This is an optimization exercise on Yosys and OpenROAD, whose aim is small area, a short achievable clock period and few clock cycles per item, not a production implementation. The RTL was checked by simulation tests, not by an equivalence proof against the original design. Power is estimated from default activity; no workload was simulated.

==> flow/design.v <==
module sleipnir_fr (
    input  wire         clk,
    input  wire         rst,           
    input  wire         in_valid,
    input  wire [7:0]   in_data,
    output wire         in_ready,
    output reg          ev_valid,
    output reg  [2:0]   ev_code,
    output reg  [4:0]   ev_skip,
    output reg  [4:0]   ev_len,
    output wire [199:0] ev_payload
);
    reg [255:0] pbuf_n;
    wire [255:0] pbuf = ~pbuf_n;
    reg [24:0] mk_n;     
    reg [7:0] inq;       
    reg       inq_v;
    reg       rdy;       
    reg       hold;      
    reg [5:0] n;         
    reg [5:0] w;         
    reg [7:0] xr;        
    reg       last_a0;   
    reg       last_0d;   
    reg       pend;      
    reg       rpl;       
    reg [4:0] rp;        
    assign in_ready = rdy;
    integer k;
    reg [4:0] rp_nx;
    wire accept = in_valid & ~hold;
    reg       p2z, p2a0;
    reg [4:0] p3v;
    reg       p3a0, p3a1;
    reg  [7:0] rbyte;
    always @* begin
        rbyte = {8{rp == 5'd29}} & pbuf[8*29 +: 8] |
                {8{rp == 5'd30}} & pbuf[8*30 +: 8] |
                {8{rp == 5'd31}} & pbuf[8*31 +: 8];
        for (k = 0; k < 25; k = k + 1)
            rbyte = rbyte | ev_payload[8*k +: 8];
    end
    wire pre23 = p2a0 & p3a1;
    wire       full_dead = w[5];           
    wire       proc  = rpl ? ~ev_valid : (inq_v & ~full_dead);
    wire       start = ~rpl & inq_v & full_dead;
    wire [7:0] c     = rpl ? rbyte : inq;
    wire s_empty = (w == 6'd0);
    wire evict   = (n == 6'd32);           
    wire [5:0] n_inc = evict ? n : n + 6'd1;
    wire is_a1 = (c == 8'hA1);
    wire is_0a = (c == 8'h0A);
    wire new_pre = s_empty & last_a0 & (n != 6'd0) & is_a1;
    wire [4:0] m  = w[4:0] - 5'd6;
    wire w_ge6 = w[5] | w[4] | w[3] | (w[2] & w[1]);
    wire trl = w_ge6 & last_0d & is_0a & p2z & (m >= p3v);
    wire [7:0] x  = xr ^ 8'h0D;
    wire [7:0] p0 = pbuf[8*4 +: 8];
    reg  [2:0] code;
    always @* begin
        if (x != 8'd0)          code = 3'd0;
        else if (m == 5'd0)     code = 3'd1;
        else if (p0 == 8'h83)   code = 3'd2;
        else if (p0 == 8'h84)   code = 3'd3;
        else                    code = 3'd4;
    end
    reg [5:0] n_nx, w_nx;
    reg       rpl_nx, inq_v_nx;
    always @* begin
        n_nx = n;
        w_nx = w;
        rpl_nx = rpl;
        if (start) begin
            n_nx = 6'd3;         
            w_nx = pre23 ? 6'd2 : 6'd0;
            rpl_nx = 1'b1;
        end else if (proc) begin
            if (s_empty) begin
                n_nx = n_inc;
                if (new_pre) w_nx = 6'd2;
            end else if (trl) begin
                n_nx = 6'd0;
                w_nx = 6'd0;
            end else begin
                n_nx = n_inc;
                w_nx = w + 6'd1;
            end
            if (rpl && rp == 5'd31) rpl_nx = 1'b0;
        end
        inq_v_nx = (inq_v & ~(proc & ~rpl)) | accept;
        rp_nx = start ? 5'd4 : (proc & rpl) ? rp + 5'd1 : rp;
    end
    always @(posedge clk) begin
        if (rst) begin
            inq_v    <= 1'b0;
            rdy      <= 1'b1;
            hold     <= 1'b0;
            n        <= 6'd0;
            w        <= 6'd0;
            last_a0  <= 1'b0;
            pend     <= 1'b0;
            rpl      <= 1'b0;
            ev_valid <= 1'b0;
        end else begin
            n     <= n_nx;
            w     <= w_nx;
            rpl   <= rpl_nx;
            rp    <= rp_nx;
            inq_v <= inq_v_nx;
            rdy   <= ~(rpl_nx | (inq_v_nx & w_nx[5]));
            hold  <=   rpl_nx | (inq_v_nx & w_nx[5]);
            ev_valid <= 1'b0;
            if (start) begin
                last_a0 <= p3a0;
                last_0d <= 1'b0;
            end else if (proc) begin
                if (pend) begin
                    ev_valid <= 1'b1;
                    pend     <= 1'b0;
                end
                if (s_empty) begin
                    last_a0 <= (c == 8'hA0);
                    xr      <= 8'd0;
                    last_0d <= 1'b0;
                end else if (trl) begin
                    last_a0 <= 1'b0;
                    if (n >= 6'd7) ev_valid <= 1'b1;
                    else           pend     <= 1'b1;
                end else begin
                    last_0d <= (c == 8'h0D);
                    xr      <= (w < 6'd4) ? 8'd0 : (xr ^ c);
                end
            end
        end
        if (~hold) inq <= in_data;
    end
    always @(posedge clk) begin
        ev_code <= pend ? {2'b00, x == 8'd0} : code;
        ev_skip <= pend ? 5'd0 : evict ? ~w[4:0] : n[4:0] - w[4:0];
        ev_len  <= pend ? 5'd0 : m;
    end
    wire ev_now = proc & ~start & ((~s_empty & trl & (n >= 6'd7)) | pend);
    always @(posedge clk) begin
        for (k = 0; k < 25; k = k + 1)
            mk_n[k] <= ~(ev_now ? (~pend & (k < m)) : (rpl_nx & (rp_nx == k + 4)));
    end
    genvar j;
    generate
        for (j = 4; j < 32; j = j + 1) begin : g_buf
            always @(posedge clk)
                if (proc && w == j)
                    pbuf_n[8*j +: 8] <= ~c;
        end
    endgenerate
    always @(posedge clk) pbuf_n[31:0] <= 32'hFFFFFFFF;
    always @(posedge clk) begin
        if (proc && w == 6'd2) begin
            p2z  <= (c == 8'h00);
            p2a0 <= (c == 8'hA0);
        end
        if (proc && w == 6'd3) begin
            p3v  <= (c[7:5] == 3'd0) ? c[4:0] : 5'd31;
            p3a0 <= (c == 8'hA0);
            p3a1 <= (c == 8'hA1);
        end
    end
    generate
        for (j = 0; j < 25; j = j + 1) begin : g_pay
            assign ev_payload[8*j +: 8] = ~(pbuf_n[8*(j+4) +: 8] | {8{mk_n[j]}});
        end
    endgenerate
endmodule
==> flow/config.mk <==
export PLATFORM = sky130hd
export DESIGN_NAME = sleipnir_fr
export DESIGN_NICKNAME = sleipnir_fr
export VERILOG_FILES = /design/flow/design.v
export SDC_FILE = /design/flow/constraint.sdc
export NUM_CORES = 4
export LEC_CHECK = 0
export CAP_MARGIN = 20
export CORE_MARGIN = 2
export CORE_UTILIZATION = 60
export CTS_BUF_LIST = sky130_fd_sc_hd__clkbuf_16
export CTS_CLUSTER_DIAMETER = 100
export CTS_CLUSTER_SIZE = 25
export PLACE_DENSITY = 0.75
export SETUP_SLACK_MARGIN = 1.5
export SLEW_MARGIN = 20
==> flow/constraint.sdc <==
create_clock -name core_clock -period 20.0 [get_ports {clk}]
set_input_delay 4.0000 -clock core_clock [delete_from_list [all_inputs] [get_ports {clk}]]
set_output_delay 4.0000 -clock core_clock [all_outputs]
set_load 0.01 [all_outputs]
standard.sh (not shown) runs the stock make flow with config.mk's settings and CLKGATE_MAP_FILE= SYNTH_SCRIPT=/design/flow/synth_recipe.tcl, a recipe that flattens the netlist after the stock synthesis.
==> flow/flow/run.sh <==
#!/bin/bash
# The standard layout (standard.sh), with port buffers of buf_1 cells
# instead of the default delay-cell buffers (clkdlybuf4s50_1), which are
# larger and slower.  Every other step, and the SDC, are the standard flow's.
set -euo pipefail
export BUFFER_PORTS_ARGS="-buffer_cell sky130_fd_sc_hd__buf_1"
bash standard.sh > standard.log 2>&1
The first run ran to the end with no violations.
Testbench counts at the start, summed over its fixed seeds: cycles 34,799, bytes 32,206.
Rerun with:
--- a/flow/design.v
+++ b/flow/design.v
@@ -24,40 +24,32 @@
     reg       last_0d;   
     reg       pend;      
     reg       rpl;       
     reg [4:0] rp;        
     assign in_ready = rdy;
     integer k;
-    reg [4:0] rp_nx;
     wire accept = in_valid & ~hold;
     reg       p2z, p2a0;
     reg [4:0] p3v;
     reg       p3a0, p3a1;
-    reg  [7:0] rbyte;
-    always @* begin
-        rbyte = {8{rp == 5'd29}} & pbuf[8*29 +: 8] |
-                {8{rp == 5'd30}} & pbuf[8*30 +: 8] |
-                {8{rp == 5'd31}} & pbuf[8*31 +: 8];
-        for (k = 0; k < 25; k = k + 1)
-            rbyte = rbyte | ev_payload[8*k +: 8];
-    end
+    wire [7:0] rbyte = pbuf[{rp, 3'b000} +: 8];
     wire pre23 = p2a0 & p3a1;
-    wire       full_dead = w[5];           
-    wire       proc  = rpl ? ~ev_valid : (inq_v & ~full_dead);
+    wire       full_dead = (n == 6'd32) && (w == 6'd32);
+    wire       proc  = rpl | (inq_v & ~full_dead);
     wire       start = ~rpl & inq_v & full_dead;
     wire [7:0] c     = rpl ? rbyte : inq;
     wire s_empty = (w == 6'd0);
     wire evict   = (n == 6'd32);           
     wire [5:0] n_inc = evict ? n : n + 6'd1;
     wire is_a1 = (c == 8'hA1);
     wire is_0a = (c == 8'h0A);
     wire new_pre = s_empty & last_a0 & (n != 6'd0) & is_a1;
+    wire [5:0] need = {1'b0, p3v} + 6'd6;
+    wire trl = ~s_empty & last_0d & is_0a & p2z & (w >= need);
+    wire [7:0] x  = xr ^ 8'h0D;
     wire [4:0] m  = w[4:0] - 5'd6;
-    wire w_ge6 = w[5] | w[4] | w[3] | (w[2] & w[1]);
-    wire trl = w_ge6 & last_0d & is_0a & p2z & (m >= p3v);
-    wire [7:0] x  = xr ^ 8'h0D;
     wire [7:0] p0 = pbuf[8*4 +: 8];
     reg  [2:0] code;
     always @* begin
         if (x != 8'd0)          code = 3'd0;
         else if (m == 5'd0)     code = 3'd1;
         else if (p0 == 8'h83)   code = 3'd2;
@@ -85,13 +77,12 @@
                 n_nx = n_inc;
                 w_nx = w + 6'd1;
             end
             if (rpl && rp == 5'd31) rpl_nx = 1'b0;
         end
         inq_v_nx = (inq_v & ~(proc & ~rpl)) | accept;
-        rp_nx = start ? 5'd4 : (proc & rpl) ? rp + 5'd1 : rp;
     end
     always @(posedge clk) begin
         if (rst) begin
             inq_v    <= 1'b0;
             rdy      <= 1'b1;
             hold     <= 1'b0;
@@ -102,21 +93,22 @@
             rpl      <= 1'b0;
             ev_valid <= 1'b0;
         end else begin
             n     <= n_nx;
             w     <= w_nx;
             rpl   <= rpl_nx;
-            rp    <= rp_nx;
             inq_v <= inq_v_nx;
-            rdy   <= ~(rpl_nx | (inq_v_nx & w_nx[5]));
-            hold  <=   rpl_nx | (inq_v_nx & w_nx[5]);
+            rdy   <= ~(rpl_nx | (inq_v_nx & (n_nx == 6'd32) & (w_nx == 6'd32)));
+            hold  <=   rpl_nx | (inq_v_nx & (n_nx == 6'd32) & (w_nx == 6'd32));
             ev_valid <= 1'b0;
             if (start) begin
                 last_a0 <= p3a0;
                 last_0d <= 1'b0;
+                rp      <= 5'd4;
             end else if (proc) begin
+                rp <= rp + 5'd1;
                 if (pend) begin
                     ev_valid <= 1'b1;
                     pend     <= 1'b0;
                 end
                 if (s_empty) begin
                     last_a0 <= (c == 8'hA0);
@@ -133,19 +125,18 @@
             end
         end
         if (~hold) inq <= in_data;
     end
     always @(posedge clk) begin
         ev_code <= pend ? {2'b00, x == 8'd0} : code;
-        ev_skip <= pend ? 5'd0 : evict ? ~w[4:0] : n[4:0] - w[4:0];
+        ev_skip <= pend ? 5'd0 : n_inc[4:0] - w[4:0] - 5'd1;
         ev_len  <= pend ? 5'd0 : m;
     end
-    wire ev_now = proc & ~start & ((~s_empty & trl & (n >= 6'd7)) | pend);
     always @(posedge clk) begin
         for (k = 0; k < 25; k = k + 1)
-            mk_n[k] <= ~(ev_now ? (~pend & (k < m)) : (rpl_nx & (rp_nx == k + 4)));
+            mk_n[k] <= ~(proc & ~start & ~s_empty & trl & (n >= 6'd7) & (k < m));
     end
     genvar j;
     generate
         for (j = 4; j < 32; j = j + 1) begin : g_buf
             always @(posedge clk)
                 if (proc && w == j)
After rerunning:
- die area went up by 5.6%
- total power grows by 1.4%
- setup slack gets better by 0.17 ns
- maximum frequency grows by 3.2%
- sequential cell count is unchanged
- clock-buffer cell count stays the same
- clock power increases by about 1%
- hold slack got worse by 0.0095 ns
- utilization drops by 0.54 points
- routed wire length is higher by 4.5%
Testbench counts after the change, summed over its fixed seeds: cycles 34,716, bytes 32,206.

[static timing again, ports no longer ideal]
In the flow no input, the clock included, has a driving cell. The finished layouts below were timed again as built, in two steps.
Step 1: set_driving_cell puts a clkbuf_16 on clk and a buf_2 on each other input, an assumption about the parent block.
Step 2, shift: input delay + t, output delay - t, t = (earliest + latest rising clock arrival at the registers) / 2. This alone moves slack from input paths to output paths.
Three values: ideal, step 1, step 2; two values: the first two.
run | t, ns | slack for setup (ns) | clock arrival spread, ns | worst register clock-pin slew, ns
the first run | 0.540 | 14.447 / 14.403 / 14.573 | 0.017 / 0.017 | 0.10 / 0.10
the second run | 0.547 | 14.618 / 14.570 / 14.684 | 0.024 / 0.024 | 0.10 / 0.10
After both steps setup and hold are still met in every run listed.
